What follows belongs to an exercise in optimizing a design on an open flow for small area, a short achievable clock period and few clock cycles; a production flow would make more cautious choices.
Only simulation tests tie the RTL to the original design; equivalence was not proved.

== red ==
==> flow/design.v (excerpt) <==
module l2d_stack_alu (
    input  wire        clk,
    input  wire        rst,           
    input  wire        in_valid,
    output wire        in_ready,
    input  wire [3:0]  in_arg,        
    input  wire [12:0] in_sp,         
    input  wire [31:0] in_a,          
    input  wire [31:0] in_b,          
    output reg         out_valid,
    input  wire        out_ready,
    output reg  [2:0]  out_fault,     
    output reg  [12:0] out_sp,        
    output reg  [1:0]  out_wr,        
    output reg  [31:0] out_top,       
    output reg  [31:0] out_next       
);
    localparam [3:0] OP_SUB  = 4'd0,  OP_ADD = 4'd1, OP_MUL  = 4'd2, OP_DIV = 4'd3,
                     OP_MOD  = 4'd4,  OP_AND = 4'd5, OP_OR   = 4'd6, OP_NOT = 4'd7,
                     OP_POP  = 4'd8,  OP_SWAP = 4'd9, OP_DUP = 4'd10;
    localparam [2:0] F_NONE = 3'd0, F_BADINPUT = 3'd2, F_UNDERFLOW = 3'd5,
                     F_DIVZERO = 3'd6, F_OOB = 3'd7;
    reg        v0;           
    reg        it0;          
    reg [3:0]  op0;
    reg [12:0] sp0;
    reg [32:0] ra;           
    reg [31:0] rb;           
    reg [3:0]  cnt;          
    reg        qk;           
    reg        az;           
    reg        qneg, rneg;   
    reg        v1;
    reg [31:0] x1;           
    reg [31:0] y1;
    reg        c1, inv1, usey1;
    reg [2:0]  f1;
    reg [12:0] sp1;
    reg [1:0]  wr1;
    wire s1_free  = !v1 || out_ready;
    reg [31:0] ua, ub;
    reg        oa, ob;
    integer    i;
    always @(*) begin
        oa = 1'b0; ob = 1'b0;
  ...
==> flow/config.mk <==
export PLATFORM = sky130hd
export DESIGN_NAME = l2d_stack_alu
export DESIGN_NICKNAME = l2d_stack_alu
export VERILOG_FILES = /design/flow/design.v
export SDC_FILE = /design/flow/constraint.sdc
export NUM_CORES = 4
export LEC_CHECK = 0
export ABC_AREA = 1
export CAP_MARGIN = 20
export CORE_MARGIN = 2
export CORE_UTILIZATION = 40
export SETUP_SLACK_MARGIN = 4.0
export SLEW_MARGIN = 20
==> flow/constraint.sdc <==
create_clock -name core_clock -period 10.0 [get_ports {clk}]
set_input_delay 2.0000 -clock core_clock [delete_from_list [all_inputs] [get_ports {clk}]]
set_output_delay 2.0000 -clock core_clock [all_outputs]
set_load 0.01 [all_outputs]
standard.sh (not shown) runs the stock make flow with config.mk's settings and CLKGATE_MAP_FILE= SYNTH_SCRIPT=/design/flow/synth_recipe.tcl, a recipe that flattens the netlist after the stock synthesis.
==> flow/flow/run.sh <==
#!/bin/bash
# The standard layout (standard.sh: the standard flow's synthesis and ORFS flow, unchanged), with one
# difference: buffer_ports buffers every input and output port with buf_2 cells instead of
# the cell it picks by default (clkdlybuf4s50_1, a slow delay buffer).
set -euo pipefail
export BUFFER_PORTS_ARGS="-buffer_cell sky130_fd_sc_hd__buf_2"
bash standard.sh > standard.log 2>&1
red closes out successfully: all stages finished, all timing, DRC and antenna checks passed.
Testbench counts of red, summed over its fixed seeds: cycles 33,034.
Edits applied to the flow inputs when going from red to blue:
diff --git a/flow/config.mk b/flow/config.mk
--- a/flow/config.mk
+++ b/flow/config.mk
@@ -11 +11,2 @@
-export CORE_UTILIZATION = 40
+export CORE_UTILIZATION = 50
+export PLACE_DENSITY = 0.7
In blue, the first-pass detailed-route iteration total came out 3 above the value in red. Summary of blue over red: global-route usage has increased; clock period minus final worst setup slack went up; wire length of the first global-routing pass decreased by about 2.8% relative to the old numbers. For red, the worst setup path endpoint was out_top[23], unlike blue, where it was x1[21]$_DFFE_PP_. blue — core occupancy in the finished layout 11 points higher, red as reference. Looking at the reports, blue completed the entire flow and the layout it produced met the timing, design-rule and antenna checks. red finished all stages; the layout is clean. Compare red and blue | largest fanout of any net on the critical path higher: blue. blue ended with more sequential share of layout area than red. Taking red as the reference point, the final worst setup slack of blue falls by 0.058 ns.
For green, these inputs were changed with respect to blue:
==> flow/run.sh (new file) <==
#!/bin/bash
# synth_recipe.tcl (not shown) runs the flow's synth.tcl, then flattens the netlist and writes it again
# the make line also repeats each setting of config.mk as NAME=value (left out here)
make -C /OpenROAD-flow-scripts/flow DESIGN_CONFIG=/design/flow/config.mk WORK_HOME=/design/flow/orfs CLKGATE_MAP_FILE= SYNTH_SCRIPT=/design/flow/synth_recipe.tcl finish
diff --git a/flow/config.mk b/flow/config.mk
--- a/flow/config.mk
+++ b/flow/config.mk
@@ -11,2 +11 @@
-export CORE_UTILIZATION = 50
-export PLACE_DENSITY = 0.7
+export CORE_UTILIZATION = 40
removed: flow/flow/run.sh
removed: flow/standard.sh
==> comparison <==
- Taking blue as the reference, in green met2 track demand over resource in global routing saw a decrease, minimum setup slack among reg-to-reg paths went up 0.02 ns, clock buffer count shows an increase of 1, routed wire length picked up an extra about 5%.
Edits applied to the flow inputs when going from green to orange:
==> flow/flow/run.sh (new file) <==
#!/bin/bash
# The standard layout (standard.sh: the standard flow's synthesis and ORFS flow, unchanged), with one
# difference: buffer_ports buffers every input and output port with buf_2 cells instead of
# the cell it picks by default (clkdlybuf4s50_1, a slow delay buffer).
set -euo pipefail
export BUFFER_PORTS_ARGS="-buffer_cell sky130_fd_sc_hd__buf_2"
bash standard.sh > standard.log 2>&1
==> flow/standard.sh (new file) <==
#!/bin/bash
# synth_recipe.tcl (not shown) runs the flow's synth.tcl, then flattens the netlist and writes it again
# the make line also repeats each setting of config.mk as NAME=value (left out here)
make -C /OpenROAD-flow-scripts/flow DESIGN_CONFIG=/design/flow/config.mk WORK_HOME=/design/flow/orfs CLKGATE_MAP_FILE= SYNTH_SCRIPT=/design/flow/synth_recipe.tcl "${@:-finish}"
diff --git a/flow/config.mk b/flow/config.mk
--- a/flow/config.mk
+++ b/flow/config.mk
@@ -11,0 +12 @@
+export CTS_BUF_LIST = sky130_fd_sc_hd__clkbuf_4 sky130_fd_sc_hd__clkbuf_8
removed: flow/run.sh
## What came out
Compared with green, orange shows a lower core utilization. orange vs green: clock transition time at the flip-flop clock pins of the worst setup and hold paths up. Compared with green, orange shows a lower global placement routability congestion. The run showing the greater post-route clock period utilization is green. Diff green -> orange: met3 wirelength from detailed routing now sits higher. On routed length on met1, the higher figure sits with green, not orange. Comparing green and orange, the higher non-clock buffer count is on green.

---

l2d_stack_alu, a different RTL version from the one above (not shown whole).
Size: ~4600 cells after synthesis, roughly 180 flip-flops, about 170 I/O pins, about 34000 um^2 of cells after synthesis.
==> flow/config.mk <==
export PLATFORM = sky130hd
export DESIGN_NAME = l2d_stack_alu
export DESIGN_NICKNAME = l2d_stack_alu
export VERILOG_FILES = /design/flow/design.v
export SDC_FILE = /design/flow/constraint.sdc
export NUM_CORES = 4
export LEC_CHECK = 0
export ABC_AREA = 1
export CAP_MARGIN = 20
export CORE_MARGIN = 2
export CORE_UTILIZATION = 40
export SETUP_SLACK_MARGIN = 3.8
export SLEW_MARGIN = 20
==> flow/constraint.sdc <==
create_clock -name core_clock -period 10.0 [get_ports {clk}]
set_input_delay 2.0000 -clock core_clock [delete_from_list [all_inputs] [get_ports {clk}]]
set_output_delay 2.0000 -clock core_clock [all_outputs]
set_load 0.01 [all_outputs]
==> flow/flow/run.sh <==
#!/bin/bash
# The standard layout (standard.sh: the standard flow's synthesis and ORFS flow, unchanged), with one
# difference: buffer_ports buffers every input and output port with buf_2 cells instead of
# the cell it picks by default (clkdlybuf4s50_1, a slow delay buffer).
set -euo pipefail
export BUFFER_PORTS_ARGS="-buffer_cell sky130_fd_sc_hd__buf_2"
bash standard.sh > standard.log 2>&1
Testbench counts at the start, summed over its fixed seeds: cycles 33,034.
Next try:
CTS_BUF_LIST = sky130_fd_sc_hd__clkbuf_8 sky130_fd_sc_hd__clkbuf_16   (was default)
SETUP_SLACK_MARGIN = 4.0   (was 3.8)
Hold slack is about the same.
Synthesized cell count stays the same.
Via count rose by about 0.9%.
Worst setup slack improved by 0.25 ns.
Design area rose by 2.1%.
Area after synthesis does not change.
Next try:
CTS_BUF_LIST = default   (was sky130_fd_sc_hd__clkbuf_8 sky130_fd_sc_hd__clkbuf_16)
After rerunning: Fmax stays the same. First-iteration DRC count does not change. Cell count stays the same. Synthesized cell count does not change. Routed wire length is unchanged. Sequential share of layout area does not change. Clock-buffer cell count stays the same. Utilization is unchanged.

[static timing again, ports no longer ideal]
The flow's constraints put no driver on any port. The routed layouts listed below were extracted and timed again, unchanged, in two steps.
Step 1 assumes that a clkbuf_16 drives the clock port and a buf_2 every other input.
Step 2 moves the port delays by t, midway between the first and last clock arrival at a register: inputs arrive t later, outputs are due t later. That takes back most of the time a late clock gives input paths.
Slacks: ideal / step 1 / step 2; pairs: ideal / step 1.
run | t (ns) | slack for setup (ns) | hold WS [ns] | worst setup path at the end | worst slew at a driven data input, ns
red | 0.552 | 4.096 / 4.037 / 3.586 | 0.469 / 0.469 / 0.469 | input to register | 0.15
blue | 0.563 | 4.038 / 4.038 / 3.493 | 0.476 / 0.476 / 0.476 | input to register | 0.14
green | 0.562 | 4.060 / 4.024 / 3.537 | 0.485 / 0.485 / 0.485 | input to register | 0.16
orange | 0.631 | 4.110 / 4.046 / 3.579 | 0.473 / 0.473 / 0.473 | input to register | 0.14
the first run of note 2 | 0.568 | 3.806 / 3.806 / 3.509 | 0.471 / 0.471 / 0.471 | input to register | 0.16
the second run of note 2 | 0.553 | 4.059 / 4.048 / 3.690 | 0.471 / 0.471 / 0.471 | input to register | 0.07
the third run of note 2 | 0.553 | 4.059 / 4.048 / 3.690 | 0.471 / 0.471 / 0.471 | input to register | 0.07
After both steps setup and hold are still met in every run listed. For blue, which loses most, drivers alone change the setup slack by 0.000 ns; drivers and shift together by -0.545 ns.
